This design comes from an exercise in tuning for small area, a short achievable clock period and few clock cycles per item on the open sky130 flow, not from production work. Function was checked by simulation only, so behaviour that the tests miss may differ from the original. Power figures rest on the tool's default switching activity, not on a simulated workload.

$ cat flow/config.mk
export PLATFORM = sky130hd
export DESIGN_NAME = cal_interp
export DESIGN_NICKNAME = cal_interp
export VERILOG_FILES = /design/flow/design.v
export SDC_FILE = /design/flow/constraint.sdc
export NUM_CORES = 4
export LEC_CHECK = 0
export CAP_MARGIN = 20
export CORE_MARGIN = 2
export CORE_UTILIZATION = 40
export SLEW_MARGIN = 20
export SYNTH_MEMORY_MAX_BITS = 16384
$ cat flow/constraint.sdc
create_clock -name core_clock -period 30.0 [get_ports {clk}]
set_input_delay 6.0000 -clock core_clock [delete_from_list [all_inputs] [get_ports {clk}]]
set_output_delay 6.0000 -clock core_clock [all_outputs]
set_load 0.01 [all_outputs]
$ cat flow/design.v
module cal_fmul (
    input  wire [31:0] a,
    input  wire [31:0] b,
    output reg  [31:0] p
);
    wire        sa = a[31], sb = b[31];
    wire [7:0]  ea = a[30:23], eb = b[30:23];
    wire [22:0] fa = a[22:0],  fb = b[22:0];
    wire        a_nan  = (ea == 8'hFF) && (fa != 0);
    wire        b_nan  = (eb == 8'hFF) && (fb != 0);
    wire        a_inf  = (ea == 8'hFF) && (fa == 0);
    wire        b_inf  = (eb == 8'hFF) && (fb == 0);
    wire        a_zero = (ea == 8'h00) && (fa == 0);
    wire        b_zero = (eb == 8'h00) && (fb == 0);
    wire        sp     = sa ^ sb;
    wire [23:0] ma = {ea != 0, fa};
    wire [23:0] mb = {eb != 0, fb};
    wire [9:0]  ea_e = (ea == 0) ? 10'd1 : {2'b00, ea};
    wire [9:0]  eb_e = (eb == 0) ? 10'd1 : {2'b00, eb};
    wire [47:0] prod = ma * mb;
    reg [5:0] lz;
    integer i;
    always @* begin
        lz = 6'd48;
        for (i = 0; i < 48; i = i + 1)
            if (prod[i]) lz = 6'd47 - i[5:0];
    end
    reg signed [11:0] bexp;      
    reg [47:0]  pn;              
    reg [47:0]  ps;              
    reg         sticky_x;
    reg [11:0]  sh;
    reg [7:0]   efield;
    reg [23:0]  m24;
    reg         g, st, inc;
    reg [30:0]  mag;
    always @* begin
        pn   = prod << lz;
        bexp = $signed({2'b00, ea_e}) + $signed({2'b00, eb_e}) - 12'sd126 - $signed({6'd0, lz});
        ps = pn;
        sticky_x = 1'b0;
        efield = bexp[7:0];
        if (bexp < 12'sd1) begin
            sh = 12'd1 - bexp;
            if (sh > 12'd49) sh = 12'd49;
            ps = pn >> sh;
            sticky_x = |(pn & ~({48{1'b1}} << sh));
            efield = 8'd0;
        end else begin
            sh = 12'd0;
        end
        m24 = ps[47:24];
        g   = ps[23];
        st  = (|ps[22:0]) | sticky_x;
        inc = g & (st | m24[0]);
        mag = {efield, m24[22:0]} + {30'd0, inc};
        if (a_nan || b_nan || (a_inf && b_zero) || (b_inf && a_zero))
            p = 32'h7FC00000;
        else if (a_inf || b_inf || bexp > 12'sd254)
            p = {sp, 8'hFF, 23'd0};
        else if (a_zero || b_zero)
            p = {sp, 31'd0};
        else
            p = {sp, mag};
    end
endmodule
module cal_fadd (
    input  wire [31:0] a,
    input  wire [31:0] b,
    input  wire        sub,
    output reg  [31:0] s
);
    wire [31:0] bb = {b[31] ^ sub, b[30:0]};
    wire        a_nan = (a[30:23] == 8'hFF) && (a[22:0] != 0);
    wire        b_nan = (bb[30:23] == 8'hFF) && (bb[22:0] != 0);
    wire        a_inf = (a[30:23] == 8'hFF) && (a[22:0] == 0);
    wire        b_inf = (bb[30:23] == 8'hFF) && (bb[22:0] == 0);
    wire        swap = bb[30:0] > a[30:0];
    wire [31:0] x = swap ? bb : a;
    wire [31:0] y = swap ? a : bb;
    wire        sx = x[31], sy = y[31];
    wire [7:0]  ex = (x[30:23] == 0) ? 8'd1 : x[30:23];
    wire [7:0]  ey = (y[30:23] == 0) ? 8'd1 : y[30:23];
    wire [26:0] mx = {x[30:23] != 0, x[22:0], 3'b000};
    wire [26:0] my = {y[30:23] != 0, y[22:0], 3'b000};
    wire [7:0]  d  = ex - ey;
    wire        eff_sub = sx ^ sy;
    reg [26:0] my_al;
    reg        sticky;
    reg [27:0] r;
    reg [4:0]  lz;
    reg [9:0]  e;
    reg [26:0] n;
    reg [7:0]  efield;
    reg [23:0] m24;
    reg        inc;
    reg [30:0] mag;
    integer i;
    always @* begin
        if (d > 8'd27) begin
            my_al  = 27'd0;
            sticky = |my;
        end else begin
            my_al  = my >> d;
            sticky = |(my & ~({27{1'b1}} << d));
        end
        my_al[0] = my_al[0] | sticky;
        r = eff_sub ? ({1'b0, mx} - {1'b0, my_al}) : ({1'b0, mx} + {1'b0, my_al});
        lz = 5'd27;
        for (i = 0; i < 27; i = i + 1)
            if (r[i]) lz = 5'd26 - i[4:0];
        e = {2'b00, ex};
        if (r[27]) begin
            n = r[27:1];
            n[0] = r[1] | r[0];
            e = e + 10'd1;
        end else if ({5'd0, lz} < e) begin
            n = r[26:0] << lz;
            e = e - {5'd0, lz};
        end else begin
            n = r[26:0] << (e - 10'd1);
            e = 10'd0;
        end
        efield = e[7:0];
        m24 = n[26:3];
        inc = n[2] & (n[1] | n[0] | m24[0]);
        mag = {efield, m24[22:0]} + {30'd0, inc};
        if (a_nan || b_nan || (a_inf && b_inf && (a[31] != bb[31])))
            s = 32'h7FC00000;
        else if (a_inf)
            s = a;
        else if (b_inf)
            s = bb;
        else if (r == 28'd0)
            s = {eff_sub ? 1'b0 : sx, 31'd0};
        else if (e >= 10'd255)
            s = {sx, 8'hFF, 23'd0};
        else
            s = {sx, mag};
    end
endmodule
module cal_fdiv (
    input  wire        clk,
    input  wire        rst,
    input  wire        start,
    input  wire [31:0] a,
    input  wire [31:0] b,
    output reg         done,
    output wire [31:0] q
);
    function automatic [23:0] norm_m(input [31:0] v);
        integer i;
        reg [4:0] lz;
        begin
            lz = 5'd0;
            for (i = 0; i < 23; i = i + 1)
                if (v[i]) lz = 5'd22 - i[4:0];
            if (v[30:23] != 0) norm_m = {1'b1, v[22:0]};
            else               norm_m = {1'b0, v[22:0]} << (lz + 5'd1);
        end
    endfunction
    function automatic signed [11:0] norm_e(input [31:0] v);
        integer i;
        reg [4:0] lz;
        begin
            lz = 5'd0;
            for (i = 0; i < 23; i = i + 1)
                if (v[i]) lz = 5'd22 - i[4:0];
            if (v[30:23] != 0) norm_e = $signed({4'd0, v[30:23]});
            else               norm_e = -$signed({7'd0, lz});
        end
    endfunction
    reg        busy;
    reg [4:0]  cnt;
    reg [24:0] r;            
    reg [23:0] d;            
    reg [26:0] qb;           
    reg signed [11:0] e0;    
    reg        s;
    wire [24:0] r_sub = r - {1'b0, d};
    wire        q_bit = !r_sub[24];
    reg [26:0] qn;
    reg signed [11:0] bexp;
    reg [26:0] qs;
    reg        sticky_x;
    reg [11:0] sh;
    reg [7:0]  efield;
    reg [23:0] m24;
    reg        g, st, inc;
    reg [30:0] mag;
    reg [31:0] q_new;
    always @* begin
        if (qb[26]) begin
            qn = qb;
            bexp = e0 + 12'sd127;
        end else begin
            qn = qb << 1;
            bexp = e0 + 12'sd126;
        end
        qs = qn;
        sticky_x = 1'b0;
        efield = bexp[7:0];
        sh = 12'd0;
        if (bexp < 12'sd1) begin
            sh = 12'd1 - bexp;
            if (sh > 12'd28) sh = 12'd28;
            qs = qn >> sh;
            sticky_x = |(qn & ~({27{1'b1}} << sh));
            efield = 8'd0;
        end
        m24 = qs[26:3];
        g   = qs[2];
        st  = (|qs[1:0]) | sticky_x | (r != 0);
        inc = g & (st | m24[0]);
        mag = {efield, m24[22:0]} + {30'd0, inc};
        if (bexp > 12'sd254)
            q_new = {s, 8'hFF, 23'd0};
        else
            q_new = {s, mag};
    end
    always @(posedge clk) begin
        done <= 1'b0;
        if (rst) begin
            busy <= 1'b0;
        end else if (start) begin
            busy <= 1'b1;
            cnt  <= 5'd26;
            r    <= {1'b0, norm_m(a)};
            d    <= norm_m(b);
            qb   <= 27'd0;
            e0   <= norm_e(a) - norm_e(b);
            s    <= a[31] ^ b[31];
        end else if (busy) begin
            qb <= {qb[25:0], q_bit};
            r  <= (q_bit ? r_sub : r) << 1;
            cnt <= cnt - 5'd1;
            if (cnt == 5'd0) begin
                busy <= 1'b0;
                done <= 1'b1;
            end
        end
    end
    assign q = q_new;
endmodule
module cal_interp (
    input  wire        clk,
    input  wire        rst,       
    input  wire        start,     
    input  wire [31:0] vin,       
    output wire        ready,
    output reg         done,      
    output reg         ok,        
    output reg  [7:0]  idx,       
    output reg  [31:0] tout       
);
    localparam S_IDLE = 4'd0, S_CHK0 = 4'd1, S_CHK1 = 4'd2, S_SRCH = 4'd3,
               S_LD0  = 4'd4, S_LD1  = 4'd5, S_LD2  = 4'd6, S_DIVS = 4'd7,
               S_DIVW = 4'd8, S_MUL  = 4'd9, S_FIN  = 4'd10;
    reg [63:0] rom [0:143];
    initial $readmemh("cal_rom.hex", rom);
    reg  [3:0]  state;
    reg  [31:0] vr;            
    reg  [7:0]  lo, hi;        
    reg  [31:0] ti, vi;        
    reg  [31:0] d, num, den, p;
    wire [8:0]  mid_sum = {1'b0, lo} + {1'b0, hi} + 9'd1;
    wire [7:0]  mid = mid_sum[8:1];
    reg  [7:0]  addr;
    always @* begin
        case (state)
            S_CHK0:  addr = 8'd0;
            S_CHK1:  addr = 8'd143;
            S_SRCH:  addr = mid;
            S_LD0:   addr = lo;
            default: addr = lo + 8'd1;
        endcase
    end
    wire [63:0] entry = rom[addr];
    wire [31:0] rom_t = entry[63:32];
    wire [31:0] rom_v = entry[31:0];
    function automatic f_ge(input [31:0] x, input [31:0] y);
        reg [31:0] kx, ky;
        begin
            kx = (x[30:0] == 0) ? 32'h80000000 : (x[31] ? ~x : {1'b1, x[30:0]});
            ky = (y[30:0] == 0) ? 32'h80000000 : (y[31] ? ~y : {1'b1, y[30:0]});
            f_ge = kx >= ky;
        end
    endfunction
    wire v_nan = (vr[30:23] == 8'hFF) && (vr[22:0] != 0);
    reg  [31:0] add_a, add_b;
    wire [31:0] sum, prod, quo;
    wire        div_done;
    always @* begin
        case (state)
            S_LD0:   begin add_a = vr;    add_b = rom_v; end    
            S_LD1:   begin add_a = rom_t; add_b = ti;    end    
            S_LD2:   begin add_a = rom_v; add_b = vi;    end    
            default: begin add_a = ti;    add_b = p;     end    
        endcase
    end
    wire add_sub = (state != S_FIN);
    cal_fadd u_add (.a(add_a), .b(add_b), .sub(add_sub), .s(sum));
    cal_fmul u_mul (.a(d), .b(quo), .p(prod));
    cal_fdiv u_div (.clk(clk), .rst(rst), .start(state == S_DIVS), .a(num), .b(den),
                    .done(div_done), .q(quo));
    assign ready = (state == S_IDLE);
    always @(posedge clk) begin
        if (rst) begin
            state <= S_IDLE;
            done  <= 1'b0;
            ok    <= 1'b0;
            idx   <= 8'd0;
            tout  <= 32'h00000000;
        end else begin
            done <= 1'b0;
            case (state)
                S_IDLE: if (start) begin
                    vr    <= vin;
                    state <= S_CHK0;
                end
                S_CHK0: begin
                    if (v_nan || !f_ge(rom_v, vr)) begin
                        ok    <= 1'b0;
                        done  <= 1'b1;
                        state <= S_IDLE;
                    end else begin
                        state <= S_CHK1;
                    end
                end
                S_CHK1: begin
                    if (!f_ge(vr, rom_v)) begin
                        ok    <= 1'b0;
                        done  <= 1'b1;
                        state <= S_IDLE;
                    end else begin
                        lo    <= 8'd0;
                        hi    <= 8'd142;
                        state <= S_SRCH;
                    end
                end
                S_SRCH: begin
                    if (lo == hi)
                        state <= S_LD0;
                    else if (f_ge(rom_v, vr))
                        lo <= mid;
                    else
                        hi <= mid - 8'd1;
                end
                S_LD0: begin
                    ti    <= rom_t;
                    vi    <= rom_v;
                    d     <= sum;
                    state <= S_LD1;
                end
                S_LD1: begin
                    num   <= sum;
                    state <= S_LD2;
                end
                S_LD2: begin
                    den   <= sum;
                    state <= S_DIVS;
                end
                S_DIVS: state <= S_DIVW;
                S_DIVW: if (div_done) state <= S_MUL;
                S_MUL: begin
                    p     <= prod;
                    state <= S_FIN;
                end
                default: begin  
                    tout  <= sum;
                    idx   <= lo;
                    ok    <= 1'b1;
                    done  <= 1'b1;
                    state <= S_IDLE;
                end
            endcase
        end
    end
endmodule
$ cat flow/cal_rom.hex
3fb333334001cabb
3fc9ebbd40019e43
3ff813a5400144c2
401b7c3d4000cc93
4041ff6440003c1e
406ecad83fff2f97
4090a9d83ffdc61f
40ac98e43ffc419b
40cb09863ffaa70e
40ebda3a3ff8fae2
410777783ff74107
411a17d33ff57d03
412dc3c33ff3b1fd
4142721d3ff1e2c5
41581ab93ff011dc
416eb6463fee4175
41831f123fec7382
418f56263feaa9b1
419bfd9d3fe8e571
41a912ec3fe727fb
41b693b83fe57251
41c47dd23fe3c543
41d2cf323fe22176
41e185ef3fe08763
41f0a0403fdef75f
42000e3b3fdd719e
4207fc7e3fdbf632
42101a293fda8515
421866853fd91e29
4220e0e73fd7c13b
422988aa3fd66e07
42325d313fd52438
423b5de73fd3e36f
42448a3d3fd2ab43
424de1ab3fd17b42
425763ae3fd052f5
42610fc73fcf31e1
426ae57f3fce1788
4274e4613fcd036d
427f0bfd3fcbf510
4284adf33fcaebf5
4289e9dc3fc9e7a1
428f39853fc8e79d
42949cbf3fc7eb74
429a135b3fc6f2b7
429f9d2a3fc5fcfa
42a53a023fc509d7
42aae9b73fc418ed
42b0ac213fc329e0
42b681163fc23c59
42bc68713fc15007
42c2620a3fc0649d
42c86dbe3fbf79d6
42ce8b683fbe8f6f
42d4bae53fbda52b
42dafc143fbcbad2
42e14ed33fbbd031
42e7b3023fbae518
42ee28823fb9f95c
42f4af343fb90cd6
42fb46f93fb81f62
4300f7da3fb730df
430454a53fb64132
4307b9cf3fb5503e
430b274a3fb45dee
430e9d093fb36a2c
43121aff3fb274e5
4315a11f3fb17e09
43192f5d3fb0858a
431cc5ab3faf8b5a
432063ff3fae8f6f
43240a4c3fad91bf
4327b8873fac9241
432b6ea53fab90ef
432f2c9a3faa8dc2
4332f25c3fa988b5
4336bfdf3fa881c4
433a951a3fa778ec
433e72023fa66e29
4342568d3fa5617a
434642b03fa452dd
434a36633fa34251
434e319c3fa22fd5
435234513fa11b68
43563e793fa0050b
435a500a3f9eecbf
435e68fd3f9dd282
436289473f9cb656
4366b0e13f9b983d
436adfc23f9a7836
436f15e13f995644
437353373f983267
437797ba3f970ca1
437be3633f95e4f3
43801b153f94bb5f
438248043f938fe6
4384787b3f92628a
4386ac743f91334c
4388e3ee3f90022f
438b1ee43f8ecf34
438d5d523f8d9a5d
438f9f363f8c63aa
4391e48a3f8b2b1f
43942d4d3f89f0bd
4396797b3f88b485
4398c90f3f87767a
439b1c083f86369c
439d72613f84f4ee
439fcc173f83b171
43a229283f826c27
43a489903f812512
43a6ed4b3f7fb866
43a954583f7d2318
43abbeb23f7a8a3c
43ae2c573f77edd7
43b09d433f754deb
43b311753f72aa7b
43b588e83f70038b
43b8039b3f6d591d
43ba818a3f6aab34
43bd02b23f67f9d5
43bf87113f654500
43c20ea53f628cba
43c499693f5fd105
43c7275c3f5d11e5
43c9b87c3f5a4f5b
43cc4cc43f57896b
43cee4343f54c018
43d17ec73f51f363
43d41c7d3f4f2351
43d6bd523f4c4fe3
43d961433f49791d
43dc084f3f469f01
43deb2733f43c190
43e15fad3f40e0d0
43e40ffa3f3dfcc0
43e6c3573f3b1565
43e979c33f382ac0
43ec333c3f353cd5
43eeefbe3f324ba4
43f1af493f2f5732
43f471d93f2c5f80
43f7376c3f296491
43fa00003f266666
$ cat flow/run.sh
#!/bin/bash
# synth_recipe.tcl (not shown) runs the flow's synth.tcl, then flattens the netlist and writes it again
# the make line also repeats each setting of config.mk as NAME=value (left out here)
make -C /OpenROAD-flow-scripts/flow DESIGN_CONFIG=/design/flow/config.mk WORK_HOME=/design/flow/orfs CLKGATE_MAP_FILE= SYNTH_SCRIPT=/design/flow/synth_recipe.tcl finish
==> impl_metrics.yaml <==
status:
  run_status: "timing/DRC/antenna clean"
synth:
  ys_warn_count: 4
  mappedNetlistNets: 11200
  yosysUniqueCellTypes: 123
  avgSynthCellArea_sq_um: 7.43
  asyncSetResetFlopFracSynth_pct: 0
  synth.area.top_cells: "sky130_fd_sc_hd__fa_1, sky130_fd_sc_hd__edfxtp_1, sky130_fd_sc_hd__ha_1"
  synth.top_cell.area_share_pct: 12.9
  yosys-top-cells-count: "sky130_fd_sc_hd__nand2_1, sky130_fd_sc_hd__nor2_1, sky130_fd_sc_hd__inv_1"
  synth_enable_flop_cells: 324
  netlist_area_sq_um: 76100
  total_of_flip_flops_plus_latches_after_synthesis: 372
  post_synth_inst_count: 10200
  yosys_most_used_dff: "sky130_fd_sc_hd__edfxtp_1"
  yosysMostFrequentCell: "sky130_fd_sc_hd__nand2_1"
  portion_of_the_post_synthesis_area_used_by_sequential_elements_pct: 14.0
  yosysTopAreaCell: "sky130_fd_sc_hd__fa_1"
placed_design:
  place.port_buffers: 77
  dpl.hpwl_microns: 336000
  routabilityCongestion: 1.11
grt:
  vias_in_the_first_global_route: 86000
  largest_net_degree_at_the_start_of_global_routing: 114
  global_route.usage.total_pct: 44.8
  antenna_found_initial: 32
  grt_pass1_wl_microns: 633000
  globalRouteOverflowTotal: 0
route:
  wl_per_cell_microns: 35.2
  wirelength_microns: 447000
  drtAntennaViolNets: 0
  initial_drt_markers: 13500
  detailroute.via_count: 89300
  drt_drc_violations_left: 0
  drt_pass1_iterations: 12
  detail_route.vias_per_cell: 7.04
floorplan:
  dieWidth_microns: 440
  chipHeight_microns: 440
  fp-row-count: 160
  core_region_area_sq_um: 190000
  initial_core_util_pct: 40.1
  io-pin-count: 78
  floorplan.die_area_sq_um: 194000
critical_path:
  worst_ep_arrival_time_ns: 27.66
  path_common_cell: "sky130_fd_sc_hd__a21oi_1"
  crit_path_max_fanout: 84
  worst_setup_path_start_kind: "flip-flop"
  critical-path-max-stage-delay_ns: 1.01
  critical_path_class: "flip-flop to flip-flop"
  timing.critical_path.slowest_stage_cell: "sky130_fd_sc_hd__o21ai_0"
  worst-endpoint-required_ns: 30.44
  setup.worst_path.end_class: "flip-flop"
timing:
  worst_margin_slew_ns: 1.40
  hold_viol_final: 0
  worst_slew_margin_rel_pct: 5.83
  max_freq_mhz: 36.7
  rsz0062_at_grt: "false"
  fin_tns_setup_ns: 0
  clock_skews_ns: 0.0525
  maxSlewViolCount: 0
  fin_crit_sh_pct: 90.8
  timing.final.crit_period_ns: 27.23
  finalSetupViolations: 0
  hold_slack_ns: 0.457
power_and_ir_drop:
  power_density_nw_per_um2: 24.9
  p_leak_nw: 32.6
  irDropWorstVdd_mv: 0.0422
layout:
  flow.area_growth_from_synthesis_pct: 9.07
  share_of_post_route_cells_with_drive_strength_above_1_pct: 8.72
  num-nets-final: 11000
clock_tree:
  clkTransAtPathRegs_ns: 0.06
  postCtsHoldBufs: 0
  post_cts_resize_count: 0
  cts.path.max_buffers: 3
  clock_root_buffer: "sky130_fd_sc_hd__clkbuf_16"
  cts_tree: "built"
  clock_insertion_delay_worst_skew_ns: 0.71
  htree_num_levels: 2
  number_of_sinks_handled_by_clock_tree_synthesis: 372
  cts_buffers: 48
  cts_post_setup_buffers_inserted: 0
worst_hold_path:
  min_path_type: "flip-flop to flip-flop"
run:
  timing.max_cap.violations: 0
path summary, 6_finish.rpt:
| path | from | to | slack [ns] | cells after the start |
|---|---|---|---|---|
| worst min register to register | tout[31]$_SDFFE_PP0N_ | tout[31]$_SDFFE_PP0N_ | 0.46 | 2 |
| worst max register to register | lo[0]$_SDFFCE_PN0P_ | den[23]$_DFFE_PP_ | 2.77 | 91 |
| worst min-delay path | tout[31]$_SDFFE_PP0N_ | tout[31]$_SDFFE_PP0N_ | 0.46 | 2 |
| worst max-delay path | lo[0]$_SDFFCE_PN0P_ | den[23]$_DFFE_PP_ | 2.77 | 91 |
kinds of logic after synthesis:
family	synth area share, %
AO/OA/AOI/OAI	28.0
XOR/XNOR	3.06
adder cells (fa/ha/maj)	19.6
buffers and inverters	7.59
flip-flops	14.0
multiplexers	3.98
AND/OR/NAND/NOR	23.7
per-layer routing:
layer  track usage, %  share of wire [%]  vias up
li1                 -                  -    37200
met1             52.2                 35    43400
met2             67.8                 43     6631
met3             15.7                 12     2032
met4             33.2                9.2       20
met5             1.07              0.055        -
flip-flops by register name, summed over array words and instances, names as in the netlist, 4 cells and up:
| signal | count |
|---|---|
| p | 32 |
| num | 32 |
| u_div.qb | 27 |
| u_div.e0 | 12 |
| vr | 32 |
| lo | 8 |
| hi | 8 |
| state | 4 |
| u_div.cnt | 5 |
| d | 32 |
| ti | 28 |
| idx | 8 |
| den | 32 |
| tout | 32 |
| vi | 26 |
| u_div.d | 24 |
| u_div.r | 25 |
cell type report:
cell class / instances / area, sq um
multi-input cells: 8410 / 60400
repair buffers: 529 / 4170
flip-flops and latches: 372 / 10700
inverters: 753 / 2830
well taps: 2511 / 3140
fillers: 19400 / 107000
diodes: 28 / 70.1
clock inverters: 30 / 428
clock buffers: 58 / 1300
layout by cell type, fill, tap and decap left out, types with 309 or more instances in the layout:
cell type,synthesis,routed
sky130_fd_sc_hd__nor2_1,869,838
sky130_fd_sc_hd__nor3_1,320,309
sky130_fd_sc_hd__inv_1,741,741
sky130_fd_sc_hd__a21oi_1,656,645
sky130_fd_sc_hd__nand3_1,390,389
sky130_fd_sc_hd__o21ai_0,617,610
sky130_fd_sc_hd__ha_1,405,399
sky130_fd_sc_hd__fa_1,490,490
sky130_fd_sc_hd__buf_4,23,444
sky130_fd_sc_hd__edfxtp_1,324,324
sky130_fd_sc_hd__nand2_1,1286,1282
per-stage QoR:
stage / std cells / util, % / power, W / cell area, sq um / worst slack [ns]
floorplan: 10200 / - / 0.000950 / 76100 / 7.56
global placement: 12600 / 42.7 / 0.00134 / 81000 / 4.31
detailed placement: 12600 / 42.8 / 0.00132 / 81100 / 4.23
CTS: 12700 / 43.7 / 0.00197 / 82800 / 4.09
global route: 12700 / 43.7 / 0.00207 / 82900 / 1.85
finish: 12700 / 43.8 / 0.00207 / 83000 / 2.77
where the power goes:
| part | total (W) | internal [W] | switching, W |
|---|---|---|---|
| sequential | 0.000575 | 0.000568 | 0.00000690 |
| combinational | 0.000846 | 0.000198 | 0.000649 |
| clock | 0.000644 | 0.000373 | 0.000271 |
worst max-delay path, delay by kind of cell (launching register included):
family / cells / cell delay, ns
muxes: 4 / 1.10
adders and majority gates: 8 / 2.92
DFF: 1 / 0.63
xor gates and xnor gates: 1 / 0.16
and+or+nand+nor: 19 / 5.01
buffers and inverters: 15 / 4.20
AOI/OAI and AO/OA: 44 / 12.85
Testbench counts, summed over its fixed seeds: cycles 217,088, conversions 4,800.

[what the ideal ports hide]
The results above use ideal ports. As a check the final layout listed here was re-extracted and re-timed, cells and wires unchanged. Step 1 assumes that a clkbuf_16 drives the clock port and a buf_2 every other input. Step 2, shift: input delay + t, output delay - t, t = (earliest + latest rising clock arrival at the registers) / 2. This alone moves slack from input paths to output paths. Slacks: no drivers / after step 1 / after step 2; pairs: no drivers / after step 1.
t, ns: 0.775
slack for setup (ns): 2.774 / 2.774 / 2.774
worst setup path after step 2: register to register
slew at the worst register clock pin (ns): 0.08 / 0.08
worst data-port slew with drivers (ns): 0.15
After both steps this run still meets setup and hold. The setup slack of this run moves by 0.000 ns with the drivers and by 0.000 ns with both steps.
